Context: an optimization exercise on an open-source flow, tuned for small area. The choices shown serve that exercise and are no tape-out recipe.
Function was checked by simulation only, so behaviour that the tests miss may differ from the original.
Power and IR drop assume default switching activity.

==> design/flow/flow/run.sh <==
#!/bin/bash
# Standard ORFS layout (the standard.sh, synthesis unchanged) with two
# layout choices: the port buffers use the smallest buffer, and clock tree
# synthesis uses clkbuf_8 with larger sink clusters and no dummy loads.
set -euo pipefail
cat >> config.mk <<'EOC'
export BUFFER_PORTS_ARGS = -buffer_cell sky130_fd_sc_hd__buf_1
export CTS_ARGS = -sink_clustering_enable -repair_clock_nets -dont_use_dummy_load -buf_list sky130_fd_sc_hd__clkbuf_8 -sink_clustering_size 16 -sink_clustering_max_diameter 60
EOC
bash standard.sh finish > flow_make.log 2>&1
==> design/flow/standard.sh <==
#!/bin/bash
# synth_recipe.tcl (not shown) runs the flow's synth.tcl, then flattens the netlist and writes it again
# the make line also repeats each setting of config.mk as NAME=value (left out here)
make -C /OpenROAD-flow-scripts/flow DESIGN_CONFIG=/design/flow/config.mk WORK_HOME=/design/flow/orfs CLKGATE_MAP_FILE= SYNTH_SCRIPT=/design/flow/synth_recipe.tcl "${@:-finish}"
==> design/flow/config.mk <==
export PLATFORM = sky130hd
export DESIGN_NAME = mbf_engine
export DESIGN_NICKNAME = mbf_engine
export VERILOG_FILES = /design/flow/design.v
export SDC_FILE = /design/flow/constraint.sdc
export NUM_CORES = 4
export LEC_CHECK = 0
export CAP_MARGIN = 10
export CORE_MARGIN = 2
export CORE_UTILIZATION = 70
export GPL_TIMING_DRIVEN = 0
export PLACE_DENSITY = 0.8
export SLEW_MARGIN = 10
export BUFFER_PORTS_ARGS = -buffer_cell sky130_fd_sc_hd__buf_1
export CTS_ARGS = -sink_clustering_enable -repair_clock_nets -dont_use_dummy_load -buf_list sky130_fd_sc_hd__clkbuf_8 -sink_clustering_size 16 -sink_clustering_max_diameter 60
==> design/flow/constraint.sdc <==
create_clock -name core_clock -period 10.0 [get_ports {clk}]
set_input_delay 2.0000 -clock core_clock [delete_from_list [all_inputs] [get_ports {clk}]]
set_output_delay 2.0000 -clock core_clock [all_outputs]
set_load 0.01 [all_outputs]
==> design/flow/design.v <==
module mbf_engine #(
    parameter NCH   = 3,
    parameter T_IFD = 8      
) (
    input  wire        clk,
    input  wire        rst,
    input  wire        wr_en,
    input  wire [11:0] wr_addr,
    input  wire [31:0] wr_data,
    input  wire        cmd_valid,
    output wire        cmd_ready,
    input  wire [31:0] cmd_word,
    input  wire [15:0] cmd_arg0,
    input  wire [15:0] cmd_arg1,
    output reg         cmd_done,
    output wire [3:0]  cmd_result,
    output wire        cmd_tid_valid,
    output wire [15:0] cmd_tid,
    input  wire        tick,
    input  wire        wm_valid,
    output wire        wm_ready,
    input  wire [15:0] wm_data,
    output wire        tx_valid,
    input  wire        tx_ready,
    output wire [7:0]  tx_data,
    output wire        tx_last,
    output wire [1:0]  tx_ch,
    input  wire        rx_valid,
    input  wire [7:0]  rx_data,
    input  wire        rx_last,
    input  wire        rx_err,
    input  wire        rx_err_io,
    output wire        open_req,
    output wire [1:0]  open_ch,
    output wire        open_kind,
    input  wire        open_ans_valid,
    input  wire [1:0]  open_ans,
    output reg         close_req,
    output wire [1:0]  close_ch,
    output reg         ev_valid,
    output wire [1:0]  ev_ch,
    output wire [3:0]  ev_outcome,
    output wire [15:0] ev_tid,
    output reg         ev_rsp_valid,
    output wire [7:0]  ev_rsp_unit,
    output wire [7:0]  ev_rsp_fc,
    output wire [15:0] ev_rsp_value,
    output wire [7:0]  ev_rsp_exc,
    output wire        busy,
    output reg         overrun,
    output reg         fatal,
    output reg         enable,
    output reg         mbx_valid,
    output wire [5:0]  ch_state
);
    localparam [3:0] O_OK = 4'd0, O_ILLEGAL = 4'd1, O_INVCOUNT = 4'd2,
                     O_BADSTATE = 4'd3, O_BADKIND = 4'd4, O_FATAL = 4'd5,
                     O_CONNERR = 4'd6, O_RESFAIL = 4'd7, O_IOERR = 4'd8,
                     O_TIMEDOUT = 4'd10, O_DECERR = 4'd11, O_UNSOL = 4'd12,
                     O_EXC = 4'd13;
    localparam [1:0] CS_CLOSED = 2'd0, CS_OPENING = 2'd1, CS_READY = 2'd2,
                     CS_FAILED = 2'd3;
    localparam [3:0] S_IDLE   = 4'd0,
                     S_CHECK  = 4'd1,
                     S_OPEN   = 4'd2,
                     S_TX     = 4'd3,
                     S_WMGET  = 4'd4,
                     S_RX     = 4'd5,
                     S_DEC    = 4'd6,
                     S_DELAY  = 4'd7,
                     S_CYCCH  = 4'd8,
                     S_CYCEND = 4'd9;
    localparam [3:0] C_NOP = 4'd0, C_OPEN = 4'd1, C_CLOSE = 4'd2,
                     C_COMMIT = 4'd3, C_RD = 4'd4, C_WS = 4'd5, C_WM = 4'd6,
                     C_CYCT = 4'd8, C_CYCC = 4'd9;
    localparam [1:0] ST_ACC = 2'd0, ST_DEC = 2'd1, ST_VEL = 2'd2;
    localparam [2:0] R_03 = 3'd0, R_06 = 3'd1, R_83 = 3'd2, R_86 = 3'd3,
                     R_90 = 3'd4, R_BAD = 3'd5, R_TMO = 3'd6, R_IOE = 3'd7;
    reg [7:0]  unit_id  [0:NCH-1];
    reg        kind     [0:NCH-1];
    reg [1:0]  cstate   [0:NCH-1];
    reg [15:0] tid      [0:NCH-1];
    reg [15:0] reg_acc  [0:NCH-1];    
    reg [15:0] reg_dec  [0:NCH-1];
    reg [15:0] reg_vel  [0:NCH-1];
    reg [15:0] stg_acc  [0:NCH-1];    
    reg [15:0] stg_dec  [0:NCH-1];
    reg [15:0] stg_vel  [0:NCH-1];
    reg [15:0] mbx_acc  [0:NCH-1];    
    reg [15:0] mbx_dec  [0:NCH-1];
    reg [15:0] mbx_vel  [0:NCH-1];
    reg [15:0] cyc_ra   [1:NCH-1];    
    reg [15:0] cyc_rd   [0:NCH-1];    
    reg [15:0] cyc_rv   [0:NCH-1];    
    reg [15:0] prev_vel [0:NCH-1];
    reg        prev_valid [0:NCH-1];
    reg        tick_pend;
    reg [3:0]  state;
    reg [3:0]  op;            
    reg [3:0]  res;           
    reg [1:0]  step;
    reg [1:0]  ch;
    reg [15:0] f_addr;        
    reg [15:0] f_arg;         
    localparam IW = (T_IFD > 16) ? 16 : 4;
    reg [IW-1:0] idx;         
    wire       tid_ok = f_addr[11];
    wire [2:0] rcode  = f_addr[10:8];
    wire [7:0] r_unit = f_addr[7:0];
    wire [7:0] r_x    = f_arg[15:8];    
    wire [7:0] r_y    = f_arg[7:0];     
    assign busy      = (state != S_IDLE);
    assign cmd_ready = (state == S_IDLE) && !tick_pend;
    assign wm_ready  = (state == S_WMGET);
    genvar gc;
    generate
        for (gc = 0; gc < NCH; gc = gc + 1) begin : g_st
            assign ch_state[2*gc +: 2] = cstate[gc];
        end
    endgenerate
    wire in_cyc = op[3];
    wire [1:0] evch = (state == S_CYCCH || state == S_CYCEND) ? ch - 2'd1 : ch;
    reg [15:0] tid_m;
    always @(*) begin
        case (evch)
            2'd0:    tid_m = tid[0];
            2'd1:    tid_m = tid[1];
            default: tid_m = tid[2];
        endcase
    end
    wire [7:0] unit_c = unit_id[ch];
    wire       kind_c = kind[ch];
    wire [1:0] cst_c  = cstate[ch];
    assign open_req  = (state == S_OPEN);
    assign open_ch   = ch;
    assign open_kind = kind_c;
    assign close_ch  = ch;
    assign tx_ch     = ch;
    assign ev_ch     = evch;
    assign ev_tid    = tid_m;
    assign cmd_tid   = ev_valid ? tid_m : 16'd0;
    assign cmd_tid_valid = ev_valid;
    assign cmd_result = res;
    assign ev_outcome = res;
    wire       f_wm  = (op == C_WM);
    wire [7:0] f_fc  = (op == C_RD) ? 8'h03 : f_wm ? 8'h10 : 8'h06;
    wire [6:0] f_n   = f_arg[6:0];
    wire [7:0] f_l5  = {f_n, 1'b0} + 8'd7;
    wire       f_l4  = (f_n >= 7'd125);
    reg  [7:0] f_byte;
    always @(*) begin
        case (idx)
            4'd0:  f_byte = tid_m[15:8];
            4'd1:  f_byte = tid_m[7:0];
            4'd4:  f_byte = {7'd0, f_wm & f_l4};
            4'd5:  f_byte = f_wm ? f_l5 : 8'd6;
            4'd6:  f_byte = unit_c;
            4'd7:  f_byte = f_fc;
            4'd8:  f_byte = f_addr[15:8];
            4'd9:  f_byte = f_addr[7:0];
            4'd10: f_byte = f_arg[15:8];
            4'd11: f_byte = f_arg[7:0];
            4'd12: f_byte = {f_n, 1'b0};
            4'd13: f_byte = f_addr[15:8];
            4'd14: f_byte = f_addr[7:0];
            default: f_byte = 8'h00;
        endcase
    end
    assign tx_valid = (state == S_TX);
    assign tx_data  = f_byte;
    assign tx_last  = f_wm ? (idx == 4'd14 && f_n == 7'd0) : (idx == 4'd11);
    wire [7:0] w_op = cmd_word[31:24];
    wire [3:0] w_ch = cmd_word[19:16];
    reg  [3:0] w_cls;
    reg        w_legal, w_chan;
    always @(*) begin
        w_legal = 1'b1;
        w_chan  = 1'b1;
        w_cls   = C_NOP;
        case (w_op)
            8'h00: begin w_cls = C_NOP;    w_chan = 1'b0; end
            8'h01: w_cls = C_OPEN;
            8'h02: w_cls = C_CLOSE;
            8'h03: w_cls = C_RD;
            8'h06: w_cls = C_WS;
            8'h10: w_cls = C_WM;
            8'h20: begin w_cls = C_COMMIT; w_chan = 1'b0; end
            8'h21: begin w_cls = C_CYCC;   w_chan = 1'b0; end
            default: begin w_legal = 1'b0; w_chan = 1'b0; end
        endcase
    end
    wire [1:0] w_cst  = cstate[w_ch[1:0]];
    wire       w_kind = kind[w_ch[1:0]];
    wire       w_req  = (w_cls == C_RD) || (w_cls == C_WS) || (w_cls == C_WM);
    reg  [3:0] w_res;
    always @(*) begin
        w_res = O_OK;
        if (!w_legal || cmd_word[23:20] != 4'd0 || cmd_word[15:0] != 16'd0 ||
            (!w_chan && w_ch != 4'd0) || (w_chan && w_ch >= NCH))
            w_res = O_ILLEGAL;
        else if (fatal && w_cls != C_NOP)
            w_res = O_FATAL;
        else if ((w_cls == C_OPEN && w_cst != CS_CLOSED) ||
                 (w_req && w_cst != CS_READY))
            w_res = O_BADSTATE;
        else if (w_cls == C_RD && !w_kind)
            w_res = O_BADKIND;
        else if (w_cls == C_WM && (cmd_arg1 == 16'd0 || cmd_arg1 > 16'd127))
            w_res = O_INVCOUNT;
    end
    wire r_norm = (rcode == R_03) || (rcode == R_06);
    wire r_exc  = (rcode == R_83) || (rcode == R_86) || (rcode == R_90);
    reg  [3:0] dec_outcome;
    reg        dec_accept;
    always @(*) begin
        dec_accept = 1'b0;
        if (rcode == R_IOE)
            dec_outcome = O_IOERR;
        else if (rcode == R_TMO)
            dec_outcome = O_TIMEDOUT;
        else if (idx < 4'd9)
            dec_outcome = O_DECERR;
        else if (r_norm && idx < 4'd11)
            dec_outcome = O_DECERR;
        else if (!r_norm && !r_exc)
            dec_outcome = O_DECERR;
        else if (!tid_ok)
            dec_outcome = O_UNSOL;
        else begin
            dec_accept  = 1'b1;
            dec_outcome = r_exc ? O_EXC : O_OK;
        end
    end
    reg [7:0] r_fc;
    always @(*) begin
        case (rcode)
            R_03:    r_fc = 8'h03;
            R_06:    r_fc = 8'h06;
            R_83:    r_fc = 8'h83;
            R_86:    r_fc = 8'h86;
            default: r_fc = 8'h90;
        endcase
    end
    assign ev_rsp_unit  = r_unit;
    assign ev_rsp_fc    = r_fc;
    assign ev_rsp_value = r_norm ? {r_x, r_y} : 16'd0;
    assign ev_rsp_exc   = r_exc ? r_x : 8'd0;
    reg [2:0] rx_cls;
    always @(*) begin
        case (rx_data)
            8'h03:   rx_cls = R_03;
            8'h06:   rx_cls = R_06;
            8'h83:   rx_cls = R_83;
            8'h86:   rx_cls = R_86;
            8'h90:   rx_cls = R_90;
            default: rx_cls = R_BAD;
        endcase
    end
    wire [NCH-1:0] vel_new;
    generate
        for (gc = 0; gc < NCH; gc = gc + 1) begin : g_vn
            assign vel_new[gc] = !prev_valid[gc] || mbx_vel[gc] != prev_vel[gc];
        end
    endgenerate
    wire send_c = (cst_c == CS_READY) && vel_new[ch];
    wire take_cmd  = (state == S_IDLE) && !tick_pend && cmd_valid;
    wire start_cyc = ((state == S_IDLE) && tick_pend) ||
                     ((state == S_CHECK) && res == O_OK && op == C_CYCC);
    wire dly_end   = (state == S_DELAY) && (idx == T_IFD - 1);
    wire cyc_send  = (state == S_CYCCH) && send_c;
    wire wm_take   = (state == S_WMGET) && wm_valid;
    wire [1:0] nstep = (state == S_CYCCH) ? ST_ACC : step + 2'd1;
    wire       wr_ch_hit = wr_en && wr_addr[11:8] == 4'h1;
    wire [1:0] wr_ch     = wr_addr[7:6];
    wire [5:0] wr_off    = wr_addr[5:0];
    integer i;
    always @(posedge clk) begin
        if (rst) begin
            state     <= S_IDLE;
            tick_pend <= 1'b0;
            overrun   <= 1'b0;
            fatal     <= 1'b0;
            enable    <= 1'b0;
            mbx_valid <= 1'b0;
            cmd_done  <= 1'b0;
            close_req <= 1'b0;
            ev_valid  <= 1'b0;
            for (i = 0; i < NCH; i = i + 1)
                cstate[i]  <= CS_CLOSED;
        end else begin
            cmd_done  <= 1'b0;
            close_req <= 1'b0;
            ev_valid  <= 1'b0;
            if (wr_en && wr_addr == 12'h000)
                enable <= wr_data[0];
            if (tick && enable && !fatal) begin
                if (tick_pend)
                    overrun <= 1'b1;
                else
                    tick_pend <= 1'b1;
            end
            if (wr_en && wr_addr == 12'h004 && wr_data[1])
                overrun <= 1'b0;
            case (state)
                S_IDLE: begin
                    if (tick_pend) begin
                        tick_pend <= 1'b0;
                        state     <= mbx_valid ? S_CYCCH : S_CYCEND;
                    end else if (cmd_valid) begin
                        state <= S_CHECK;
                    end
                end
                S_CHECK: begin
                    if (res != O_OK) begin
                        cmd_done <= 1'b1;
                        state    <= S_IDLE;
                    end else begin
                        case (op)
                            C_OPEN: begin
                                cstate[ch] <= CS_OPENING;
                                state      <= S_OPEN;
                            end
                            C_CLOSE: begin
                                if (cst_c != CS_CLOSED)
                                    close_req <= 1'b1;
                                cstate[ch] <= CS_CLOSED;
                                cmd_done   <= 1'b1;
                                state      <= S_IDLE;
                            end
                            C_RD, C_WS, C_WM: begin
                                state <= S_TX;
                            end
                            C_COMMIT: begin
                                mbx_valid <= 1'b1;
                                cmd_done  <= 1'b1;
                                state     <= S_IDLE;
                            end
                            C_CYCC: begin
                                state <= mbx_valid ? S_CYCCH : S_CYCEND;
                            end
                            default: begin
                                cmd_done <= 1'b1;
                                state    <= S_IDLE;
                            end
                        endcase
                    end
                end
                S_OPEN: begin
                    if (open_ans_valid) begin
                        cmd_done <= 1'b1;
                        state    <= S_IDLE;
                        case (open_ans)
                            2'd0: cstate[ch] <= CS_READY;
                            2'd1: cstate[ch] <= CS_FAILED;
                            default: begin
                                cstate[ch] <= CS_FAILED;
                                fatal      <= 1'b1;
                                tick_pend  <= 1'b0;
                            end
                        endcase
                    end
                end
                S_TX: begin
                    if (tx_ready) begin
                        if (tx_last)
                            state <= kind_c ? S_RX : S_DEC;
                        else if (f_wm && (idx == 4'd12 || idx == 4'd14))
                            state <= S_WMGET;
                    end
                end
                S_WMGET: begin
                    if (wm_valid)
                        state <= S_TX;
                end
                S_RX: begin
                    if (rx_err || (rx_valid && rx_last))
                        state <= S_DEC;
                end
                S_DEC: begin
                    ev_valid <= 1'b1;
                    if (in_cyc) begin
                        if (step == ST_VEL)
                            state <= (ch == NCH - 1) ? S_CYCEND : S_CYCCH;
                        else
                            state <= S_DELAY;
                    end else begin
                        cmd_done <= 1'b1;
                        state    <= S_IDLE;
                    end
                end
                S_DELAY: begin
                    if (dly_end)
                        state <= S_TX;
                end
                S_CYCCH: begin
                    if (send_c)
                        state <= S_TX;
                    else if (ch == NCH - 1)
                        state <= S_CYCEND;
                end
                S_CYCEND: begin
                    if (op == C_CYCC)
                        cmd_done <= 1'b1;
                    state <= S_IDLE;
                end
                default: state <= S_IDLE;
            endcase
        end
    end
    wire [31:0] wd     = rst ? 32'd0 : wr_data;
    wire [15:0] tid_nx = rst ? 16'd0 : tid_m + 16'd1;
    always @(posedge clk) begin
        for (i = 0; i < NCH; i = i + 1) begin
            if (rst || (wr_ch_hit && wr_ch == i && wr_off == 6'h00 &&
                        cstate[i] == CS_CLOSED)) begin
                unit_id[i] <= wd[7:0];
                kind[i]    <= wd[8];
            end
            if (rst || (wr_ch_hit && wr_ch == i && wr_off == 6'h08)) begin
                reg_acc[i] <= wd[15:0];
                reg_dec[i] <= wd[31:16];
            end
            if (rst || (wr_ch_hit && wr_ch == i && wr_off == 6'h0C))
                reg_vel[i] <= wd[15:0];
            if (rst || (wr_ch_hit && wr_ch == i && wr_off == 6'h18)) begin
                stg_acc[i] <= wd[15:0];
                stg_dec[i] <= wd[31:16];
            end
            if (rst || (wr_ch_hit && wr_ch == i && wr_off == 6'h1C))
                stg_vel[i] <= wd[15:0];
            if (rst || (ev_valid && evch == i))
                tid[i] <= tid_nx;
        end
    end
    wire        sa_cmd = take_cmd;
    wire        sa_st  = start_cyc;
    wire        sa_wm  = wm_take;
    wire [NCH-1:0] sa_ra, sa_rd, sa_rv;
    generate
        for (gc = 0; gc < NCH; gc = gc + 1) begin : g_sel
            assign sa_ra[gc] = cyc_send && ch == gc;
            assign sa_rd[gc] = dly_end && ch == gc && step == ST_ACC;
            assign sa_rv[gc] = dly_end && ch == gc && step != ST_ACC;
        end
    endgenerate
    reg [15:0] addr_d, arg_d;
    always @(*) begin
        addr_d = ({16{sa_cmd}} & cmd_arg0) | ({16{sa_st}} & reg_acc[0]) |
                 ({16{sa_wm}} & wm_data);
        arg_d  = ({16{sa_cmd}} & cmd_arg1) |
                 ({16{sa_wm}} & {f_arg[15:7], f_n - 7'd1});
        for (i = 0; i < NCH; i = i + 1) begin
            if (i > 0)
                addr_d = addr_d | ({16{sa_ra[i]}} & cyc_ra[i]);
            addr_d = addr_d | ({16{sa_rd[i]}} & cyc_rd[i]) |
                              ({16{sa_rv[i]}} & cyc_rv[i]);
            arg_d  = arg_d  | ({16{sa_ra[i]}} & mbx_acc[i]) |
                              ({16{sa_rd[i]}} & mbx_dec[i]) |
                              ({16{sa_rv[i]}} & mbx_vel[i]);
        end
    end
    wire addr_en = sa_cmd | sa_st | sa_wm | (|sa_ra[NCH-1:1]) | (|sa_rd) | (|sa_rv);
    wire arg_en  = sa_cmd | sa_wm | (|sa_ra) | (|sa_rd) | (|sa_rv);
    wire rx_take = (state == S_RX) && rx_valid && !rx_err;
    wire rx_fail = (state == S_RX) && rx_err;
    wire tx_end  = (state == S_TX) && tx_ready && tx_last;
    wire rc0  = rx_take && idx == 4'd0;
    wire rc1  = rx_take && idx == 4'd1;
    wire rc6  = rx_take && idx == 4'd6;
    wire rc7  = rx_take && idx == 4'd7;
    wire rc8  = rx_take && (idx == 4'd8 || (idx == 4'd9 && !r_exc));
    wire rc10 = rx_take && idx == 4'd10;
    wire tid_eq = (rx_data == f_byte);
    wire [15:0] addr_hold = {{4{~addr_en}},
                             ~(addr_en | rc0 | rc1),
                             {3{~(addr_en | tx_end | rx_fail | rc7)}},
                             {8{~(addr_en | rc6)}}};
    wire [15:0] addr_nx = addr_d | (addr_hold & f_addr) |
                          {4'd0,
                           (rc0 & tid_eq) | (rc1 & tid_ok & tid_eq),
                           ({3{tx_end}} & R_BAD) |
                           ({3{rx_fail}} & (rx_err_io ? R_IOE : R_TMO)) |
                           ({3{rc7}} & rx_cls),
                           {8{rc6}} & rx_data};
    wire [15:0] arg_hold = {{8{~(arg_en | rc8)}}, {8{~(arg_en | rc10)}}};
    wire [15:0] arg_nx = arg_d | (arg_hold & f_arg) |
                         {{8{rc8}} & rx_data, {8{rc10}} & rx_data};
    always @(posedge clk) begin
        if (take_cmd) begin
            op <= w_cls;
            ch <= w_ch[1:0];
        end
        if ((state == S_IDLE) && tick_pend) begin
            op <= C_CYCT;
            ch <= 2'd0;
        end
        if ((state == S_DEC) && in_cyc && step == ST_VEL)
            ch <= ch + 2'd1;
        if ((state == S_CYCCH) && !send_c)
            ch <= ch + 2'd1;
        if (take_cmd)
            res <= w_res;
        if ((state == S_OPEN) && open_ans_valid)
            res <= (open_ans == 2'd0) ? O_OK :
                   (open_ans == 2'd1) ? O_CONNERR : O_RESFAIL;
        if (state == S_DEC)
            res <= kind_c ? dec_outcome : O_OK;
        if (state == S_CYCEND)
            res <= O_OK;
        if (state == S_DEC)
            ev_rsp_valid <= kind_c & dec_accept;
        if (cyc_send || dly_end)
            step <= nstep;
        if (start_cyc) begin
            for (i = 1; i < NCH; i = i + 1)
                cyc_ra[i] <= reg_acc[i];
            for (i = 0; i < NCH; i = i + 1) begin
                cyc_rd[i] <= reg_dec[i];
                cyc_rv[i] <= reg_vel[i];
            end
        end
        if ((state == S_CHECK) && res == O_OK && op == C_COMMIT) begin
            for (i = 0; i < NCH; i = i + 1) begin
                mbx_acc[i] <= stg_acc[i];
                mbx_dec[i] <= stg_dec[i];
                mbx_vel[i] <= stg_vel[i];
            end
        end
        if ((state == S_OPEN) && open_ans_valid && open_ans == 2'd0)
            prev_valid[ch] <= 1'b0;
        if ((state == S_DEC) && in_cyc && step == ST_VEL) begin
            prev_valid[ch] <= 1'b1;
            for (i = 0; i < NCH; i = i + 1)
                if (ch == i)
                    prev_vel[i] <= mbx_vel[i];
        end
        f_addr <= addr_nx;
        f_arg  <= arg_nx;
        if ((state == S_CHECK) || (state == S_CYCCH) || dly_end || (state == S_DEC))
            idx <= {IW{1'b0}};
        else if ((state == S_TX) && tx_ready) begin
            if (tx_last)
                idx <= {IW{1'b0}};
            else if (idx == 4'd14)
                idx <= 4'd13;
            else
                idx <= idx + 1'b1;
        end else if ((state == S_RX) && rx_valid && !rx_err) begin
            if (idx != 4'hF)
                idx <= idx + 1'b1;
        end else if (state == S_DELAY)
            idx <= idx + 1'b1;
    end
endmodule
==> summary.md, run 1 <==
| Metric | Value |
|---|---|
| Clk slew on worst S/H paths | 100 ps |
| Critical path class | reg2out |
| Peak VDD IR | 0.194 mV |
| DR iter-0 viols | 3774 |
| Simple-gate area share of the yosys netlist | 9.40% |
| Critical Path AT | 5370 ps |
| Clock Tree Buf Depth | 3 |
| Max Fclk | 0.136 GHz |
| Share of post-route cells with drive strength above 1 | 8.24% |
| Synth area leaders | edfxtp_1, dfxtp_1, a222oi_1 |
| Post-Synth Adder-Cell Area | 0.791% |
| LEAKAGE | 0.0108 uW |
| Total clock sinks | 757 |
| Max cap viols | 0 |
| Compound-Gate Fraction of Synth Area | 10.9% |
| Netlist cell types | 87 |
| FP Rows | 75 |
| CTS H-Tree Depth | 2 |
| Num CTS Buffers | 57 |
| Core Box Area | 42100 um2 |
| Later-pin clock latency in the skew report | 720 ps |
| Area occupied by multi-input gates | 7450 um2 |
| Cell taking the most area after synthesis | edfxtp_1 |
| EDFF count, synth | 699 |
| Post-CTS resize count | 0 |
| Cell count after placement | 2801 |
| Largest net degree at the start of global routing | 67 |
| Total wire length | 95300 um |
| Vias | 21.0k |
| CTS tree | built |
| Synth-to-Final Area Change | 10.6% |
| Die Span Y | 211 um |
| Multiplexer area fraction after synthesis | 0.512% |
| Final #Nets | 2486 |
| Vias/cell | 7.33 |
| Post-DRT Antenna Nets | 0 |
| Max-slew violation count | 0 |
| First-pass GRT wire length | 134000 um |
| Mapped cell area | 30100 um2 |
| Status | no timing/DRC/antenna violations |
| Pwr dens | 171 nW/um2 |
| Starting density of the core | 71.3% |
| Total Routing Usage GR | 42.9% |
| Crit. End Element | primary output |
| Ys flop type | edfxtp_1 |
| Share of the synthesized area in the top cell type | 69.8% |
| Synth warn | 17 |
| CP Launch Type | flop |
| Post-CTS Setup Bufs | 0 |
| Final critical-path share of the clock period | 73.7% |
| Seq/Total Area, Yosys | 73.7% |
| Antenna violations before repair | 7 |
| Wire per inst | 33.3 um |
| Port bufs | 256 |
| Synth Area in XOR/XNOR | 2.39% |
| Hold_buf cts | 0 |
| Max-slew headroom | 4.50% |
| DRC viols | 0 |
| Die Span X | 211 um |
| Most frequent cell after synthesis | edfxtp_1 |
| Main combinational cell family by area after synthesis | compound AO/OA/AOI/OAI gates |
| Clock root buffer | clkbuf_8 |
| Setup Skew | 105 ps |
| Die area | 44600 um2 |
| Reg area | 22200 um2 |
| Post-Synthesis Cells | 1973 |
| Commonest cells in the netlist | edfxtp_1, nor2_1, nand2_1 |
| TNS Setup | 0 ps |
| Vias in the first global route | 20.0k |
| I/O pins | 264 |
| Worst slew pin tran | 1430 ps |
| Layout filler cell count | 2321 |
| Hold_ws | 385 ps |
| Worst hold-check path type | reg2reg |
| Gr ovfl total | 0 |
| Post-synthesis sequential element count | 757 |
| DRT Pass-1 Iters | 6 |
| RD Place Congestion | 0.990 |
| Post-DP HPWL | 68700 um |
| Critical Path RT | 8000 ps |
| Layout Cells excl Fill | 2859 |
| Final setup viols | 0 |
| Syn avg cell area | 15.2 um2 |
| Final hold violations | 0 |
| Final worst path period need | 7370 ps |
| Asr flop ratio synth | 0% |
| CP Max Fanout | 11 |
| RSZ-0062 raised after global routing | no |
[through the flow]
stage | instance area [um2] | power [uW] | setup WS [ps] | util, %
final | 33200 | 5690 | 2630 | 78.9
after global routing | 33200 | 5800 | 2610 | 78.9
after CTS | 33200 | 5650 | 2720 | 78.9
after detailed placement | 32400 | 4310 | 3440 | 77.0
after global placement | 31700 | 4270 | 1270 | 75.2
after floorplan | 30100 | 4020 | 3810 | -
[layout make-up]
class | instances | share of cell area [%]
antenna | 1 | 0.00753
buffer | 124 | 1.74
clock buffer | 57 | 2.36
inverter | 34 | 0.384
multi-input combinational | 1060 | 22.4
sequential | 757 | 66.6
tap | 539 | 2.03
timing repair buffer | 287 | 4.40
[layout by cell type (no fill, tap or decap), drive strengths merged, types with 5 or more instances in the layout]
cell      n
edfxtp  699
buf     329
clkbuf  139
nor2     99
nand2    94
nand3    70
a21oi    62
o21ai    59
a222oi   58
dfxtp    58
a22oi    57
nor2b    56
xor2     50
nor3     41
and2     38
inv      32
xnor2    32
a221oi   31
a221o    29
o221ai   22
and3     21
nor4     21
nand4    20
ha       19
a211oi   18
or3      12
a21o     10
nor3b    10
a21boi    9
o211ai    9
nand2b    8
a22o      7
o21a      6
o41ai     6
nand3b    5
o22ai     5
o31ai     5
[report_power, final]
group | internal [uW] | switching [uW]
registers | 3620 | 98.4
clock network | 508 | 912
logic | 167 | 378
total | 4300 | 1390
[routing by layer]
layer	up-vias	GRT usage (%)	share of wire, %
li1	8454	-	-
met5	-	0	0.016
met1	10000	57.0	32
met2	2141	66.1	45
met3	348	12.0	17
met4	2	21.6	5.8
[cells by family after synthesis]
logic type	Yosys count
flops	757
simple gates	526
compound gates	421
buf+inv	158
xor+xnor	82
fa+ha+maj	19
mux	9
other cells	1
[worst max-delay path, stage by stage, from the launching register on]
cell,delay [ps]
edfxtp_1,550
buf_2,350
clkinv_1,450
buf_1,440
ha_1,390
clkbuf_1,460
inv_1,300
mux2i_4,500
buf_6,240
nor2_1,50
a21oi_1,420
a221o_1,350
buf_1,170
[final timing paths]
| kind | cells after the start | from | end | slack, ps |
|---|---|---|---|---|
| max reg2reg | 11 | ch[0] | f_arg[0] | 3830 |
| min reg2reg | 0 | reg_vel[0][1] | cyc_rv[0][1] | 390 |
| max | 12 | ch[0] | tx_data[7] | 2630 |
| min | 0 | reg_vel[0][1] | cyc_rv[0][1] | 390 |
==> run 2: changes to the inputs <==
==> design/flow/flow/run.sh (replaced) <==
#!/bin/bash
# Standard ORFS layout (the standard.sh, synthesis unchanged) with two
# layout choices: the port buffers use the smallest buffer, and clock tree
# synthesis uses clkbuf_8 with larger sink clusters and no dummy loads.
set -euo pipefail
cat >> config.mk <<'EOC'
export BUFFER_PORTS_ARGS = -buffer_cell sky130_fd_sc_hd__buf_1
export CTS_ARGS = -sink_clustering_enable -repair_clock_nets -dont_use_dummy_load -buf_list sky130_fd_sc_hd__clkbuf_8 -sink_clustering_size 20 -sink_clustering_max_diameter 70
EOC
bash standard.sh finish > flow_make.log 2>&1
==> design/flow/config.mk (replaced) <==
export PLATFORM = sky130hd
export DESIGN_NAME = mbf_engine
export DESIGN_NICKNAME = mbf_engine
export VERILOG_FILES = /design/flow/design.v
export SDC_FILE = /design/flow/constraint.sdc
export NUM_CORES = 4
export LEC_CHECK = 0
export CAP_MARGIN = 20
export CORE_MARGIN = 2
export CORE_UTILIZATION = 70
export GPL_TIMING_DRIVEN = 0
export PLACE_DENSITY = 0.8
export SLEW_MARGIN = 20
export BUFFER_PORTS_ARGS = -buffer_cell sky130_fd_sc_hd__buf_1
export CTS_ARGS = -sink_clustering_enable -repair_clock_nets -dont_use_dummy_load -buf_list sky130_fd_sc_hd__clkbuf_8 -sink_clustering_size 20 -sink_clustering_max_diameter 70
==> run 2 against run 1 <==
Still clean. Die area stayed put. Critical path depth stayed put. Non-clock buffer count is 9 higher. Area after synthesis stayed put. Register-to-register slack better by 330 ps. Global-route usage is 0.48 points higher. First-iteration DRC count is 0.95% lower. Wire length is 0.83% higher. Largest power group unchanged.
==> summary.md, run 2 <==
| Metric | Value |
|---|---|
| Layout filler cell count | 2308 (-0.56%) |
| Asr flop ratio synth | 0% (unchanged) |
| Cell count after placement | 2809 (+0.29%) |
| Hold_buf cts | 0 (unchanged) |
| Vias in the first global route | 20.1k (+0.48%) |
| Worst slew pin tran | 1290 ps (-142 ps) |
| Sequential power share | 66.5% (+1.1 points) |
| Max Fclk | 0.136 GHz (+0.12%) |
| First-pass GRT wire length | 135000 um (+1.3%) |
| Core Box Area | 42100 um2 (unchanged) |
| Final critical-path share of the clock period | 73.7% (-0.086 points) |
| Critical Path AT | 5370 ps (about the same) |
| Crit. End Element | primary output |
| Mapped cell area | 30100 um2 (unchanged) |
| Antenna violations before repair | 4 (-3) |
| Post-CTS Setup Bufs | 0 (unchanged) |
| Max-slew headroom | 13.8% (+9.3 points) |
| CP Launch Type | flop |
| Largest net degree at the start of global routing | 59 (-12%) |
| Pwr dens | 168 nW/um2 (-1.6%) |
| Simple-gate area share of the yosys netlist | 9.40% (unchanged) |
| Synth area leaders | edfxtp_1, dfxtp_1, a222oi_1 |
| Total clock sinks | 757 (unchanged) |
| DRT Pass-1 Iters | 9 (+3) |
| DR iter-0 viols | 3738 (-0.95%) |
| CP Max Fanout | 11 (unchanged) |
| Final worst path period need | 7370 ps (-8.60 ps) |
| Wire per inst | 33.6 um (+0.76%) |
| Starting density of the core | 71.3% (unchanged) |
| Main combinational cell family by area after synthesis | compound AO/OA/AOI/OAI gates |
| Synth warn | 17 (unchanged) |
| Critical path class | reg2out |
| CTS H-Tree Depth | 2 (unchanged) |
| Commonest non-fill, non-tap cell in the layout | edfxtp_1 |
| RSZ-0062 raised after global routing | no |
| Share of post-route cells with drive strength above 1 | 8.46% (+0.22 points) |
| DRC viols | 0 (unchanged) |
| Clock Tree Buf Depth | 3 (unchanged) |
| Ys flop type | edfxtp_1 |
| Post-DP HPWL | 69000 um (+0.46%) |
| R2r startpoint | ch[0] |
| Vias | 21.0k (-0.0095%) |
| Clk slew on worst S/H paths | 120 ps (+20 ps) |
| Layout Cells excl Fill | 2861 (+0.070%) |
| RD Place Congestion | 0.990 (unchanged) |
| Max-slew violation count | 0 (unchanged) |
| Syn avg cell area | 15.2 um2 (unchanged) |
| Comb power frac | 9.9% (+0.3 points) |
| Net switching power | 1380 uW (-0.42%) |
| I/O pins | 264 (unchanged) |
| Post-Synthesis Cells | 1973 (unchanged) |
| Reg2reg setup slack | 4160 ps (+330 ps) |
| Compound-Gate Fraction of Synth Area | 10.9% (unchanged) |
| Post-synthesis sequential element count | 757 (unchanged) |
| Later-pin clock latency in the skew report | 710 ps (about the same) |
| Worst setup path start | ch[0] |
| Gr ovfl total | 0 (unchanged) |
| Die Span Y | 211 um (unchanged) |
| Final hold violations | 0 (unchanged) |
| Worst Hold Depth | 0 (unchanged) |
| TNS Setup | 0 ps (unchanged) |
| Peak VDD IR | 0.183 mV (-5.9%) |
| Num CTS Buffers | 46 (-19%) |
| Post-Synth Adder-Cell Area | 0.791% (unchanged) |
| Commonest cells in the netlist | edfxtp_1, nor2_1, nand2_1 |
| Vias/cell | 7.32 (about the same) |
| Multiplexer area fraction after synthesis | 0.512% (unchanged) |
| Final #Nets | 2484 (-0.080%) |
| Switching portion of total power | 24.7% (+0.31 points) |
| Total wire length | 96100 um (+0.83%) |
| Status | no timing/DRC/antenna violations |
| Critical Path RT | 8000 ps (about the same) |
| Most frequent cells in the layout | edfxtp_1, buf_1, nor2_1, nand2_1, clkbuf_1 |
| Internal | 4210 uW (-2.1%) |
| Max cap viols | 0 (unchanged) |
| Setup Skew | 95.6 ps (-8.95 ps) |
| Total Routing Usage GR | 43.4% (+0.48 points) |
| Synth Area in XOR/XNOR | 2.39% (unchanged) |
| CTS tree | built |
| Reg2Reg Depth | 11 (unchanged) |
| Clock group share of total power | 23.6% (-1.4 points) |
| Synth-to-Final Area Change | 10.5% (about the same) |
| Final setup viols | 0 (unchanged) |
| Seq/Total Area, Yosys | 73.7% (unchanged) |
| Share of the synthesized area in the top cell type | 69.8% (unchanged) |
| Netlist cell types | 87 (unchanged) |
| Most frequent cell after synthesis | edfxtp_1 |
| Port bufs | 256 (unchanged) |
| EDFF count, synth | 699 (unchanged) |
| Worst hold-check path type | reg2reg |
| Die area | 44600 um2 (unchanged) |
| LEAKAGE | 0.0108 uW (-0.14%) |
| Clock root buffer | clkbuf_8 |
| Die Span X | 211 um (unchanged) |
| HP Start | reg_vel[0][1] |
| FP Rows | 75 (unchanged) |
| Post-DRT Antenna Nets | 0 (unchanged) |
| Cell taking the most area after synthesis | edfxtp_1 |
| Post-CTS resize count | 0 (unchanged) |
==> run 2: cell counts after synthesis <==
No cell type changed its count.
==> run 2: area by class of cell <==
class | count | area (um2) | area share (%)
multi-input combinational | 1060 | 7480 | 22.5
sequential | 757 | 22200 | 66.7
timing repair buffer | 296 | 1560 | 4.71
antenna | 5 | 12.5 | 0.0377
clock buffer | 46 | 633 | 1.91
buffer | 124 | 581 | 1.75
tap | 539 | 674 | 2.03
inverter | 34 | 128 | 0.384
==> run 2: layer usage <==
metal / part of all wire (%) / vias to the layer above / GRT usage (%)
li1: - / 8435 / -
met1: 33 / 10000 / 57.7
met2: 45 / 2154 / 66.4
met3: 16 / 358 / 10.9
met4: 6.4 / 2 / 24.6
met5: 0.028 / - / 0
==> run 2: worst paths after layout <==
check | to
setup / recovery | tx_data[7]
hold / removal | cyc_rv[0][1]
setup reg to reg | f_arg[0]
hold reg to reg | cyc_rv[0][1]
==> run 2: worst max-delay path, stage by stage (launching register included) <==
cell	delay, ps
edfxtp_1	540
buf_2	330
clkinv_1	460
buf_1	450
ha_1	400
clkbuf_1	490
inv_1	310
mux2i_4	500
buf_6	240
nor2_1	50
a21oi_1	410
a221o_1	330
buf_1	180
==> run 2: kinds of logic (layout without fill, tap and decap cells) <==
logic type / after synthesis / in the layout
multiplexers: 9 / 9
XOR/XNOR: 82 / 82
adder cells (fa/ha/maj): 19 / 19
buffers and inverters: 158 / 500
other: 1 / 8
AND/OR/NAND/NOR: 526 / 526
AO/OA/AOI/OAI: 421 / 421
flip-flops: 757 / 757
==> run 2: per-stage QoR <==
| stage | hold slack, ps | setup WS [ps] | area (um2) | util (%) | power [uW] |
|---|---|---|---|---|---|
| after floorplan | 400 | 3810 | 30100 | - | 4020 |
| after CTS | 384 | 2730 | 33200 | 78.7 | 5550 |
| after detailed placement | 405 | 3450 | 32500 | 77.2 | 4320 |
| after global placement | 400 | 1270 | 31700 | 75.2 | 4270 |
| after global routing | 395 | 2510 | 33200 | 78.8 | 5690 |
| final | 393 | 2630 | 33200 | 78.8 | 5590 |
==> run 2: power groups by stage <==
| stage | registers (uW) | logic [uW] | clock network [uW] |
|---|---|---|---|
| 2_1_floorplan | 3740 | 284 | 0 |
| 3_3_place_gp | 3780 | 489 | 0 |
| 3_5_place_dp | 3780 | 531 | 0 |
| 4_1_cts | 3710 | 534 | 1300 |
| 5_1_grt | 3730 | 577 | 1390 |
| 6_report | 3720 | 551 | 1320 |
==> run 3: changes to the inputs <==
--- a/design/flow/design.v
+++ b/design/flow/design.v
@@ -99,7 +99,8 @@
     reg [3:0]  op;            
     reg [3:0]  res;           
     reg [1:0]  step;
-    reg [1:0]  ch;
+    reg [2:0]  choh;          
+    wire [1:0] ch = {choh[2], choh[1]};
     reg [15:0] f_addr;        
     reg [15:0] f_arg;         
     localparam IW = (T_IFD > 16) ? 16 : 4;
@@ -119,18 +120,16 @@
         end
     endgenerate
     wire in_cyc = op[3];
-    wire [1:0] evch = (state == S_CYCCH || state == S_CYCEND) ? ch - 2'd1 : ch;
-    reg [15:0] tid_m;
-    always @(*) begin
-        case (evch)
-            2'd0:    tid_m = tid[0];
-            2'd1:    tid_m = tid[1];
-            default: tid_m = tid[2];
-        endcase
-    end
-    wire [7:0] unit_c = unit_id[ch];
-    wire       kind_c = kind[ch];
-    wire [1:0] cst_c  = cstate[ch];
+    wire [2:0] evoh = (state == S_CYCCH || state == S_CYCEND) ?
+                      {choh[0], choh[2], choh[1]} : choh;
+    wire [1:0] evch = {evoh[2], evoh[1]};
+    wire [15:0] tid_m = ({16{evoh[0]}} & tid[0]) | ({16{evoh[1]}} & tid[1]) |
+                        ({16{evoh[2]}} & tid[2]);
+    wire [7:0] unit_c = ({8{choh[0]}} & unit_id[0]) | ({8{choh[1]}} & unit_id[1]) |
+                        ({8{choh[2]}} & unit_id[2]);
+    wire       kind_c = (choh[0] & kind[0]) | (choh[1] & kind[1]) | (choh[2] & kind[2]);
+    wire [1:0] cst_c  = ({2{choh[0]}} & cstate[0]) | ({2{choh[1]}} & cstate[1]) |
+                        ({2{choh[2]}} & cstate[2]);
     assign open_req  = (state == S_OPEN);
     assign open_ch   = ch;
     assign open_kind = kind_c;
@@ -262,7 +261,7 @@
             assign vel_new[gc] = !prev_valid[gc] || mbx_vel[gc] != prev_vel[gc];
         end
     endgenerate
-    wire send_c = (cst_c == CS_READY) && vel_new[ch];
+    wire send_c = (cst_c == CS_READY) && |(vel_new & choh);
     wire take_cmd  = (state == S_IDLE) && !tick_pend && cmd_valid;
     wire start_cyc = ((state == S_IDLE) && tick_pend) ||
                      ((state == S_CHECK) && res == O_OK && op == C_CYCC);
@@ -317,13 +316,13 @@
                     end else begin
                         case (op)
                             C_OPEN: begin
-                                cstate[ch] <= CS_OPENING;
+                                for (i = 0; i < NCH; i = i + 1) if (choh[i]) cstate[i] <= CS_OPENING;
                                 state      <= S_OPEN;
                             end
                             C_CLOSE: begin
                                 if (cst_c != CS_CLOSED)
                                     close_req <= 1'b1;
-                                cstate[ch] <= CS_CLOSED;
+                                for (i = 0; i < NCH; i = i + 1) if (choh[i]) cstate[i] <= CS_CLOSED;
                                 cmd_done   <= 1'b1;
                                 state      <= S_IDLE;
                             end
@@ -350,10 +349,10 @@
                         cmd_done <= 1'b1;
                         state    <= S_IDLE;
                         case (open_ans)
-                            2'd0: cstate[ch] <= CS_READY;
-                            2'd1: cstate[ch] <= CS_FAILED;
+                            2'd0: for (i = 0; i < NCH; i = i + 1) if (choh[i]) cstate[i] <= CS_READY;
+                            2'd1: for (i = 0; i < NCH; i = i + 1) if (choh[i]) cstate[i] <= CS_FAILED;
                             default: begin
-                                cstate[ch] <= CS_FAILED;
+                                for (i = 0; i < NCH; i = i + 1) if (choh[i]) cstate[i] <= CS_FAILED;
                                 fatal      <= 1'b1;
                                 tick_pend  <= 1'b0;
                             end
@@ -380,7 +379,7 @@
                     ev_valid <= 1'b1;
                     if (in_cyc) begin
                         if (step == ST_VEL)
-                            state <= (ch == NCH - 1) ? S_CYCEND : S_CYCCH;
+                            state <= choh[2] ? S_CYCEND : S_CYCCH;
                         else
                             state <= S_DELAY;
                     end else begin
@@ -395,7 +394,7 @@
                 S_CYCCH: begin
                     if (send_c)
                         state <= S_TX;
-                    else if (ch == NCH - 1)
+                    else if (choh[2])
                         state <= S_CYCEND;
                 end
                 S_CYCEND: begin
@@ -428,7 +427,7 @@
             end
             if (rst || (wr_ch_hit && wr_ch == i && wr_off == 6'h1C))
                 stg_vel[i] <= wd[15:0];
-            if (rst || (ev_valid && evch == i))
+            if (rst || (ev_valid && evoh[i]))
                 tid[i] <= tid_nx;
         end
     end
@@ -438,9 +437,9 @@
     wire [NCH-1:0] sa_ra, sa_rd, sa_rv;
     generate
         for (gc = 0; gc < NCH; gc = gc + 1) begin : g_sel
-            assign sa_ra[gc] = cyc_send && ch == gc;
-            assign sa_rd[gc] = dly_end && ch == gc && step == ST_ACC;
-            assign sa_rv[gc] = dly_end && ch == gc && step != ST_ACC;
+            assign sa_ra[gc] = cyc_send && choh[gc];
+            assign sa_rd[gc] = dly_end && choh[gc] && step == ST_ACC;
+            assign sa_rv[gc] = dly_end && choh[gc] && step != ST_ACC;
         end
     endgenerate
     reg [15:0] addr_d, arg_d;
@@ -488,16 +487,16 @@
     always @(posedge clk) begin
         if (take_cmd) begin
             op <= w_cls;
-            ch <= w_ch[1:0];
+            choh <= {w_ch[1:0] == 2'd2, w_ch[1:0] == 2'd1, w_ch[1:0] == 2'd0};
         end
         if ((state == S_IDLE) && tick_pend) begin
             op <= C_CYCT;
-            ch <= 2'd0;
+            choh <= 3'b001;
         end
         if ((state == S_DEC) && in_cyc && step == ST_VEL)
-            ch <= ch + 2'd1;
+            choh <= {choh[1], choh[0], choh[2]};
         if ((state == S_CYCCH) && !send_c)
-            ch <= ch + 2'd1;
+            choh <= {choh[1], choh[0], choh[2]};
         if (take_cmd)
             res <= w_res;
         if ((state == S_OPEN) && open_ans_valid)
@@ -527,11 +526,11 @@
             end
         end
         if ((state == S_OPEN) && open_ans_valid && open_ans == 2'd0)
-            prev_valid[ch] <= 1'b0;
+            for (i = 0; i < NCH; i = i + 1) if (choh[i]) prev_valid[i] <= 1'b0;
         if ((state == S_DEC) && in_cyc && step == ST_VEL) begin
-            prev_valid[ch] <= 1'b1;
+            for (i = 0; i < NCH; i = i + 1) if (choh[i]) prev_valid[i] <= 1'b1;
             for (i = 0; i < NCH; i = i + 1)
-                if (ch == i)
+                if (choh[i])
                     prev_vel[i] <= mbx_vel[i];
         end
         f_addr <= addr_nx;
==> design/flow/flow/run.sh (replaced) <==
#!/bin/bash
# Standard ORFS layout (the standard.sh, synthesis unchanged) with two
# layout choices: the port buffers use the smallest buffer, and clock tree
# synthesis uses clkbuf_8 with larger sink clusters and no dummy loads.
set -euo pipefail
cat >> config.mk <<'EOC'
export BUFFER_PORTS_ARGS = -buffer_cell sky130_fd_sc_hd__buf_1
export CTS_ARGS = -sink_clustering_enable -repair_clock_nets -dont_use_dummy_load -buf_list sky130_fd_sc_hd__clkbuf_8 -sink_clustering_size 16 -sink_clustering_max_diameter 60
EOC
bash standard.sh finish > flow_make.log 2>&1
==> design/flow/config.mk (replaced) <==
export PLATFORM = sky130hd
export DESIGN_NAME = mbf_engine
export DESIGN_NICKNAME = mbf_engine
export VERILOG_FILES = /design/flow/design.v
export SDC_FILE = /design/flow/constraint.sdc
export NUM_CORES = 4
export LEC_CHECK = 0
export CAP_MARGIN = 10
export CORE_MARGIN = 2
export CORE_UTILIZATION = 70
export GPL_TIMING_DRIVEN = 0
export PLACE_DENSITY = 0.8
export SLEW_MARGIN = 10
export BUFFER_PORTS_ARGS = -buffer_cell sky130_fd_sc_hd__buf_1
export CTS_ARGS = -sink_clustering_enable -repair_clock_nets -dont_use_dummy_load -buf_list sky130_fd_sc_hd__clkbuf_8 -sink_clustering_size 16 -sink_clustering_max_diameter 60
==> run 3 against run 2 <==
Count of clock-buffer cells in the layout increased by 11. Final cell count decreased by 0.66%. Still clean on timing, DRC and antenna. Sequential cell count decreased by 3. First-iteration DRC count increased by 20%. Via count decreased by 1.5%. Wire length decreased by 1.2%. Area after synthesis decreased by 0.91%. Register-to-register slack improved by 1500 ps. Die area decreased by 0.90%. Sequential power about the same. Combinational power decreased by 3%. Global-route usage decreased by 0.25 points.
==> summary.md, run 3 <==
| Metric | Value |
|---|---|
| Setup Slack @ Placement | 4730 ps (+1270 ps) |
| Gr ovfl total | 0 (unchanged) |
| FP Rows | 75 (unchanged) |
| Seq/Total Area, Yosys | 73.9% (+0.24 points) |
| Ys flop type | edfxtp_1 |
| Starting density of the core | 71.0% (-0.33 points) |
| DR iter-0 viols | 4484 (+20%) |
| RSZ-0062 raised after global routing | no |
| Asr flop ratio synth | 0% (unchanged) |
| EDFF count, synth | 692 (-1.0%) |
| Vias/cell | 7.26 (-0.85%) |
| Setup Skew | 92.7 ps (-2.93 ps) |
| Post-DP HPWL | 69900 um (+1.2%) |
| CP max-delay cell | a221oi_1 |
| Synth warn | 19 (+2) |
| Antenna violations before repair | 4 (unchanged) |
| Wire per inst | 33.4 um (-0.51%) |
| Later-pin clock latency in the skew report | 720 ps (about the same) |
| Reg2reg setup slack | 5630 ps (+1470 ps) |
| Worst hold-check path type | reg2reg |
| Pwr dens | 171 nW/um2 (+1.3%) |
| Final setup viols | 0 (unchanged) |
| Commonest non-fill, non-tap cell in the layout | edfxtp_1 |
| Largest net degree at the start of global routing | 68 (+15%) |
| Share of post-route cells with drive strength above 1 | 8.47% (+0.012 points) |
| Core Box Area | 41900 um2 (-0.45%) |
| Worst path max stage delay | 1110 ps (+570 ps) |
| Vias in the first global route | 19.6k (-2.5%) |
| Final hold violations | 0 (unchanged) |
| Cell chain of the critical path | clkbuf_1 > inv_1 > mux2i_1 > buf_2 > a221oi_1 > o221ai_1 > buf_1 |
| Netlist cell types | 77 (-11%) |
| Share of the synthesized area in the top cell type | 69.8% (about the same) |
| RD Place Congestion | 0.992 (+0.19%) |
| Clock root buffer | clkbuf_8 |
| Die Span Y | 210 um (-0.45%) |
| Vias | 20.6k (-1.5%) |
| Critical Path AT | 4180 ps (-1190 ps) |
| Hold_buf cts | 0 (unchanged) |
| Synth area leaders | edfxtp_1, dfxtp_1, a222oi_1 |
| Critical Path RT | 8000 ps (about the same) |
| Total Routing Usage GR | 43.1% (-0.25 points) |
| Status | no timing/DRC/antenna violations |
| Peak VDD IR | 0.170 mV (-7.1%) |
| Total wire length | 95000 um (-1.2%) |
| First-pass GRT wire length | 133000 um (-2.0%) |
| Post-CTS Setup Bufs | 0 (unchanged) |
| Die Span X | 210 um (-0.45%) |
| Synth-to-Final Area Change | 10.9% |
| Die area | 44200 um2 (-0.90%) |
| Max-slew violation count | 0 (unchanged) |
| Post-DRT Antenna Nets | 0 (unchanged) |
| Cell taking the most area after synthesis | edfxtp_1 |
| Clk slew on worst S/H paths | 100 ps (-20 ps) |
| Post-Synthesis Cells | 1949 (-1.2%) |
| Most frequent cell after synthesis | edfxtp_1 |
| DRT Pass-1 Iters | 9 (unchanged) |
| Final worst path period need | 6180 ps (-1190 ps) |
| Max-slew headroom | 12.8% (-0.95 points) |
| Max Fclk | 0.162 GHz (+19%) |
| Final #Nets | 2464 (-0.81%) |
| CP Max Fanout | 10 (-1) |
| Most frequent cells in the layout | edfxtp_1, buf_1, a222oi_1, clkbuf_1, nand2_1 |
| CTS H-Tree Depth | 2 (unchanged) |
| LEAKAGE | 0.0108 uW (+0.39%) |
| Total power | 5630 uW (+0.75%) |
| Crit. End Element | primary output |
| Critical path class | reg2out |
| Final WS setup | 3820 ps (+1190 ps) |
| CP delay by family, top | compound AO/OA/AOI/OAI gates |
| Clock Tree Buf Depth | 3 (unchanged) |
| Worst slew pin tran | 1310 ps (+16.9 ps) |
| Mapped cell area | 29800 um2 (-0.91%) |
| Num CTS Buffers | 57 (+24%) |
| CP Launch Type | flop |
| Commonest cells in the netlist | edfxtp_1, a222oi_1, clkbuf_1 |
| Total clock sinks | 754 (-0.40%) |
| Port bufs | 255 (-0.39%) |
| Post-synthesis sequential element count | 754 (-0.40%) |
| Max cap viols | 0 (unchanged) |
| Syn avg cell area | 15.3 um2 (+0.31%) |
| DRC viols | 0 (unchanged) |
| CP bufs+invs | 4 (-3) |
| Post-CTS resize count | 0 (unchanged) |
| I/O pins | 264 (unchanged) |
| Final critical-path share of the clock period | 61.8% (-12 points) |
| CTS tree | built |
run 3: cells by family after synthesis:
group	count (synthesis)	share of synthesized area, %
AOI/OAI and AO/OA	410	10.7
other	1	0.0126
buffers and inverters	177	2.62
xor gates and xnor gates	70	2.06
muxes	32	1.13
adders and majority gates	14	0.588
DFF	754	73.9
and+or+nand+nor	491	8.95
run 3: path summary, 6_finish.rpt:
path,start,to,cells after the start
worst max-delay path,choh[1],tx_data[2],7
worst min-delay path,reg_vel[1][9],cyc_rv[1][9],0
worst max register to register,choh[1],tid[1][13],9
worst min register to register,reg_vel[1][9],cyc_rv[1][9],0
run 3: cell type report:
cell class / count / area [um2]
diodes: 1 / 2.50
plain buffers: 124 / 584
clock buffers: 57 / 785
fillers: 2309 / 8900
inverters: 53 / 199
multi-input cells: 1020 / 7190
flip-flops and latches: 754 / 22000
well taps: 539 / 674
repair buffers: 294 / 1590
run 3: through the flow:
stage                     hold WS, ps  cells  util, %  TNS [ps]  cell area [um2]
after global routing              399   2841     78.8         0            33000
after floorplan                   400   1951        -         0            29800
after CTS                         391   2840     78.7         0            33000
final                             406   2842     78.8         0            33000
after global placement            400   2745     74.9   -105490            31400
after detailed placement          405   2783     76.8         0            32200
run 3: layer usage:
layer	track usage, %	up-vias	share of wire [%]
met5	0	-	0.015
met4	23.1	2	5.8
met3	11.5	300	16
met2	65.9	2011	45
met1	57.7	9927	33
li1	-	8397	-
run 3: where the power goes:
part / internal, uW / switching, uW
Clock: 508 / 904
Sequential: 3600 / 83.6
Combinational: 163 / 374
Total: 4270 / 1360
==> run 4: changes to the inputs <==
--- a/design/flow/config.mk
+++ b/design/flow/config.mk
@@ -7,9 +7,9 @@
 export LEC_CHECK = 0
 export CAP_MARGIN = 10
 export CORE_MARGIN = 2
-export CORE_UTILIZATION = 70
+export CORE_UTILIZATION = 75
 export GPL_TIMING_DRIVEN = 0
-export PLACE_DENSITY = 0.8
+export PLACE_DENSITY = 0.85
 export SLEW_MARGIN = 10
 export BUFFER_PORTS_ARGS = -buffer_cell sky130_fd_sc_hd__buf_1
 export CTS_ARGS = -sink_clustering_enable -repair_clock_nets -dont_use_dummy_load -buf_list sky130_fd_sc_hd__clkbuf_8 -sink_clustering_size 16 -sink_clustering_max_diameter 60
==> run 4 against run 3 <==
Sequential cell count is the same. Total power rose by 1.1%. Via count rose by 6.2%. Clock power about the same. Cell area is 0.31% lower. Worst hold slack got worse by 5.7 ps. Global-route usage grew 6.8 points. Core utilization increased by 5.9 points. Count of clock-buffer cells in the layout is 2 lower. Sequential share of layout area increased by 0.21 points. Sequential power hardly changed.
==> summary.md, run 4 <==
| Metric | Value |
|---|---|
| Synth area leaders | edfxtp_1, dfxtp_1, a222oi_1 |
| CTS H-Tree Depth | 2 (unchanged) |
| CP max-delay cell | clkbuf_1 |
| Final worst path period need | 6110 ps (-73.0 ps) |
| Total Routing Usage GR | 50.0% (+6.8 points) |
| Commonest non-fill, non-tap cell in the layout | edfxtp_1 |
| Hold endpoint | cyc_rv[2][15] |
| CP Max Fanout | 10 (unchanged) |
| Setup Skew | 102 ps (+9.42 ps) |
| Die Span Y | 203 um (-3.3%) |
| Final setup viols | 0 (unchanged) |
| Commonest cells in the netlist | edfxtp_1, a222oi_1, clkbuf_1 |
| Peak VDD IR | 0.184 mV (+8.4%) |
| DR iter-0 viols | 5106 (+14%) |
| I/O pins | 264 (unchanged) |
| Later-pin clock latency in the skew report | 740 ps (+20 ps) |
| Pwr dens | 173 nW/um2 (+1.5%) |
| Max-slew violation count | 0 (unchanged) |
| Antenna violations before repair | 5 (+1) |
| Vias | 21.9k (+6.2%) |
| Worst Hold Depth | 0 (unchanged) |
| Most frequent cells in the layout | edfxtp_1, buf_1, a222oi_1, clkbuf_1, nand2_1 |
| Reg2Reg Depth | 11 (+2) |
| Critical Path RT | 8000 ps (about the same) |
| Ys flop type | edfxtp_1 |
| DRC viols | 0 (unchanged) |
| CP Launch Type | flop |
| HP Start | reg_vel[2][15] |
| Most frequent cell after synthesis | edfxtp_1 |
| Starting density of the core | 76.5% (+5.5 points) |
| Port bufs | 255 (unchanged) |
| Largest net degree at the start of global routing | 54 (-21%) |
| Asr flop ratio synth | 0% (unchanged) |
| Mapped cell area | 29800 um2 (unchanged) |
| Num CTS Buffers | 55 (-3.5%) |
| Reg2reg setup slack | 5330 ps (-300 ps) |
| Post-Synthesis Cells | 1949 (unchanged) |
| Clock Tree Buf Depth | 3 (unchanged) |
| Critical path class | reg2out |
| CP bufs+invs | 4 (unchanged) |
| Cell taking the most area after synthesis | edfxtp_1 |
| RSZ-0062 raised after global routing | no |
| Post-synthesis sequential element count | 754 (unchanged) |
| Final critical-path share of the clock period | 61.1% (-0.73 points) |
| Worst slew pin tran | 1410 ps (+99.1 ps) |
| Post-DRT Antenna Nets | 0 (unchanged) |
| Wire per inst | 36.5 um (+9.3%) |
| Setup Slack @ Placement | 4870 ps (+144 ps) |
| Post-CTS resize count | 0 (unchanged) |
| Status | no timing/DRC/antenna violations |
| First-pass GRT wire length | 143000 um (+7.9%) |
| Total clock sinks | 754 (unchanged) |
| Vias/cell | 7.77 (+7.0%) |
| Total wire length | 103000 um (+8.5%) |
| Share of post-route cells with drive strength above 1 | 8.27% (-0.20 points) |
| EDFF count, synth | 692 (unchanged) |
| Die area | 41300 um2 (-6.5%) |
| Syn avg cell area | 15.3 um2 (unchanged) |
| Max-slew headroom | 6.02% (-6.8 points) |
| Vias in the first global route | 21.0k (+7.3%) |
| DRT Pass-1 Iters | 10 (+1) |
| Max cap viols | 0 (unchanged) |
| R2r startpoint | state[0] |
| CTS tree | built |
| Die Span X | 203 um (-3.3%) |
| Post-DP HPWL | 71600 um (+2.4%) |
| Max Fclk | 0.164 GHz (+1.2%) |
| Share of the synthesized area in the top cell type | 69.8% (unchanged) |
| Gr ovfl total | 0 (unchanged) |
| Seq/Total Area, Yosys | 73.9% (unchanged) |
| Worst path max stage delay | 490 ps (-620 ps) |
| Final #Nets | 2459 (-0.20%) |
| Worst flop-to-flop path endpoint | f_addr[11] |
| Total power | 5700 uW (+1.1%) |
| Final hold violations | 0 (unchanged) |
| FP Rows | 72 (-4.0%) |
| Synth-to-Final Area Change | 10.6% |
| CP delay by family, top | buffers and inverters |
| Worst hold-check path type | reg2reg |
| Netlist cell types | 77 (unchanged) |
| Clock root buffer | clkbuf_8 |
| Post-CTS Setup Bufs | 0 (unchanged) |
| Clk slew on worst S/H paths | 100 ps (about the same) |
| Final WS setup | 3890 ps (+73.0 ps) |
| Synth warn | 19 (unchanged) |
| Hold_buf cts | 0 (unchanged) |
| Crit. End Element | primary output |
| RD Place Congestion | 0.977 (-1.5%) |
| LEAKAGE | 0.0108 uW (-0.41%) |
| Core Box Area | 38900 um2 (-7.2%) |
| Cell chain of the critical path | clkbuf_1 > buf_1 > clkbuf_1 > a222oi_1 > o32ai_1 > nor4_1 > o221ai_1 > buf_1 |
| Critical Path AT | 4110 ps (-70 ps) |
run 4: cell count changes in the layout (fill, tap and decap cells not counted), sizes merged:
cell / before / now
diode: 1 / 6
buf: 325 / 321
clkbuf: 150 / 149
run 4: how the worst max path moves through the flow:
stage	slack, ps	cells after the start	from	endpoint
6_report	3890	8	choh[1]	tx_data[2]
5_1_grt	3970	8	choh[1]	tx_data[2]
4_1_cts	4160	8	choh[1]	tx_data[2]
3_5_place_dp	4870	8	choh[1]	tx_data[2]
3_3_place_gp	-400	5	state[0]	mbx_acc[0][7]
2_1_floorplan	2090	5	state[0]	mbx_acc[0][0]
run 4: layout make-up:
type	count	area (um2)
clock buffers	55	757
diodes	6	15.0
multi-input cells	1020	7200
repair buffers	291	1520
fillers	1749	5970
well taps	518	648
plain buffers	124	584
flip-flops and latches	754	22000
inverters	53	199
run 4: metrics by stage:
step	instance area (um2)	util [%]	cells	hold WS (ps)	TNS, ps
global placement	31400	80.7	2724	400	-52450
detailed placement	32100	82.5	2756	405	0
floorplan	29800	-	1951	400	0
CTS	32900	84.4	2811	407	0
finish	32900	84.6	2821	400	0
global route	32900	84.6	2815	414	0
run 4: cell families after synthesis:
logic type / count (synthesis) / share of synthesized area (%)
compound gates: 410 / 10.7
xor+xnor: 70 / 2.06
fa+ha+maj: 14 / 0.588
buf+inv: 177 / 2.62
flops: 754 / 73.9
mux: 32 / 1.13
other cells: 1 / 0.0126
simple gates: 491 / 8.95
run 4: worst register-to-register path: stages, from the launching register on:
cell      delay, ps
dfxtp_1         320
clkbuf_1        340
nor4b_1         640
nand3_1         310
nand2_1         790
clkbuf_4        750
buf_12          330
buf_16          330
a22oi_1         190
nand4_1         350
a221oi_1        150
o31ai_1         120
run 4: report_power, final:
part	internal, uW	switching (uW)
Combinational	160	391
Clock	491	951
Sequential	3600	102
run 4: routing by layer:
| metal | routed length, um | GRT usage [%] |
|---|---|---|
| met5 | 184 | 3.33 |
| met2 | 44100 | 73.5 |
| met4 | 9740 | 34.9 |
| met1 | 29500 | 60.2 |
| met3 | 19600 | 20.8 |
==> run 5: changes to the inputs <==
==> design/flow/flow/run.sh (replaced) <==
#!/bin/bash
# Standard ORFS layout (the standard.sh, synthesis unchanged) with two
# layout choices: the port buffers use the smallest buffer, and clock tree
# synthesis uses clkbuf_4 with larger sink clusters and no dummy loads.
set -euo pipefail
cat >> config.mk <<'EOC'
export BUFFER_PORTS_ARGS = -buffer_cell sky130_fd_sc_hd__buf_1
export CTS_ARGS = -sink_clustering_enable -repair_clock_nets -dont_use_dummy_load -buf_list sky130_fd_sc_hd__clkbuf_4 -sink_clustering_size 10 -sink_clustering_max_diameter 50
EOC
bash standard.sh finish > flow_make.log 2>&1
==> design/flow/config.mk (replaced) <==
export PLATFORM = sky130hd
export DESIGN_NAME = mbf_engine
export DESIGN_NICKNAME = mbf_engine
export VERILOG_FILES = /design/flow/design.v
export SDC_FILE = /design/flow/constraint.sdc
export NUM_CORES = 4
export LEC_CHECK = 0
export CAP_MARGIN = 10
export CORE_MARGIN = 2
export CORE_UTILIZATION = 70
export GPL_TIMING_DRIVEN = 0
export PLACE_DENSITY = 0.8
export SLEW_MARGIN = 10
export BUFFER_PORTS_ARGS = -buffer_cell sky130_fd_sc_hd__buf_1
export CTS_ARGS = -sink_clustering_enable -repair_clock_nets -dont_use_dummy_load -buf_list sky130_fd_sc_hd__clkbuf_4 -sink_clustering_size 10 -sink_clustering_max_diameter 50
==> run 5 against run 4 <==
Die area increased by 7.0%. Combinational power down 3%. Fmax shrank 3.7%. Sequential power about the same.
==> summary.md, run 5 <==
| Metric | Value |
|---|---|
| Commonest cells in the netlist | edfxtp_1, a222oi_1, clkbuf_1 |
| Vias in the first global route | 20.0k (-4.8%) |
| Most frequent cell after synthesis | edfxtp_1 |
| Clock Tree Buf Depth | 3 (unchanged) |
| Worst slew pin tran | 1340 ps (-62.7 ps) |
| Final setup viols | 0 (unchanged) |
| Peak VDD IR | 0.154 mV (-17%) |
| Share of post-route cells with drive strength above 1 | 9.77% (+1.5 points) |
| Post-synthesis sequential element count | 754 (unchanged) |
| Net switching power | 1390 uW (-3.6%) |
| Status | no timing/DRC/antenna violations |
| RD Place Congestion | 0.992 (+1.5%) |
| Most frequent cells in the layout | edfxtp_1, buf_1, a222oi_1, clkbuf_1, clkbuf_4 |
| Max-slew violation count | 0 (unchanged) |
| CTS H-Tree Depth | 3 (+1) |
| Wire per inst | 33.2 um (-9.0%) |
| Seq/Total Area, Yosys | 73.9% (unchanged) |
| Vias/cell | 7.29 (-6.1%) |
| Hold_buf cts | 0 (unchanged) |
| Gr ovfl total | 0 (unchanged) |
| DR iter-0 viols | 4464 (-13%) |
| Clock group share of total power | 24.1% (-1.2 points) |
| Synth warn | 19 (unchanged) |
| Starting density of the core | 71.0% (-5.5 points) |
| FP Rows | 75 (+4.2%) |
| Num CTS Buffers | 89 (+62%) |
| Mapped cell area | 29800 um2 (unchanged) |
| Post-Synthesis Cells | 1949 (unchanged) |
| Total Routing Usage GR | 43.7% (-6.2 points) |
| CP max-delay cell | a221oi_1 |
| CP Max Fanout | 10 (unchanged) |
| Total clock sinks | 754 (unchanged) |
| Asr flop ratio synth | 0% (unchanged) |
| DRC viols | 0 (unchanged) |
| Netlist cell types | 77 (unchanged) |
| Layout filler cell count | 2342 (+34%) |
| Worst path max stage delay | 1110 ps (+620 ps) |
| DRT Pass-1 Iters | 9 (-1) |
| Antenna violations before repair | 5 (unchanged) |
| Switching portion of total power | 25.0% (-0.33 points) |
| Hold_ws | 388 ps (-12.0 ps) |
| Core Box Area | 41900 um2 (+7.8%) |
| Critical Path AT | 4340 ps (+230 ps) |
| Final #Nets | 2496 (+1.5%) |
| Port bufs | 255 (unchanged) |
| EDFF count, synth | 692 (unchanged) |
| Post-route core utilization | 78.5% (-6.1 points) |
| Die Span Y | 210 um (+3.4%) |
| I/O pins | 264 (unchanged) |
run 5: cell counts after synthesis:
Identical to the previous run, type by type.
run 5: worst paths after layout:
path | start | end | slack [ps] | cells past startpoint
setup reg to reg | choh[2] | tid[1][12] | 5570 | 9
setup / recovery | choh[1] | tx_data[2] | 3660 | 7
hold / removal | reg_dec[1][15] | cyc_rd[1][15] | 390 | 0
hold reg to reg | reg_dec[1][15] | cyc_rd[1][15] | 390 | 0
run 5: worst max-delay path: cells and delay by family (launching register included):
family	cells	cell delay (ps)
mux	1	320
flops	1	460
buf+inv	4	1180
compound gates	2	1540
run 5: area by class of cell:
class | instances | area (um2) | area share (%)
flip-flops and latches | 754 | 22000 | 66.8
multi-input cells | 1020 | 7200 | 21.9
repair buffers | 294 | 1590 | 4.81
well taps | 539 | 674 | 2.05
clock buffers | 89 | 668 | 2.03
plain buffers | 124 | 584 | 1.77
inverters | 53 | 199 | 0.604
diodes | 5 | 12.5 | 0.0380
run 5: power by group through the flow:
| stage | combinational [uW] | sequential [uW] | clock [uW] |
|---|---|---|---|
| 3_3_place_gp | 476 | 3740 | 0 |
| 6_report | 537 | 3690 | 1340 |
| 5_1_grt | 553 | 3690 | 1440 |
| 3_5_place_dp | 512 | 3750 | 0 |
| 2_1_floorplan | 266 | 3710 | 0 |
| 4_1_cts | 514 | 3680 | 1340 |
run 5: kinds of logic (layout without fill, tap and decap cells):
family          count (synthesis)  count (layout)  synth area share (%)
buf+inv                       177             560                  2.62
other cells                     1               8                0.0126
flops                         754             754                  73.9
mux                            32              32                  1.13
xor+xnor                       70              70                  2.06
fa+ha+maj                      14              14                 0.588
compound gates                410             410                  10.7
simple gates                  491             491                  8.95
run 5: layer usage:
metal / track usage (%) / share of wire [%] / vias to the layer above / wire length (um)
li1: - / - / 8510 / -
met1: 58.4 / 33 / 10100 / 31800
met2: 66.4 / 45 / 2026 / 42900
met3: 12.7 / 16 / 371 / 15000
met4: 22.9 / 6.2 / 4 / 5960
met5: 0 / 0.034 / - / 33
run 5: metrics by stage:
step / setup slack (ps) / std cells / instance area, um2
after floorplan: 2090 / 1951 / 29800
after global placement: -745 / 2745 / 31400
after detailed placement: 4730 / 2783 / 32200
after CTS: 3790 / 2872 / 32900
after global routing: 3560 / 2877 / 32900
final: 3660 / 2878 / 32900

Re-timed with assumed drivers on the ports (clkbuf_16 on the clock, buf_2 on other inputs), run 5 has 3.601 ns of setup slack against 3.656 ns with ideal ports, and 4.496 ns once port delays also move by the mid clock arrival of 0.894 ns.
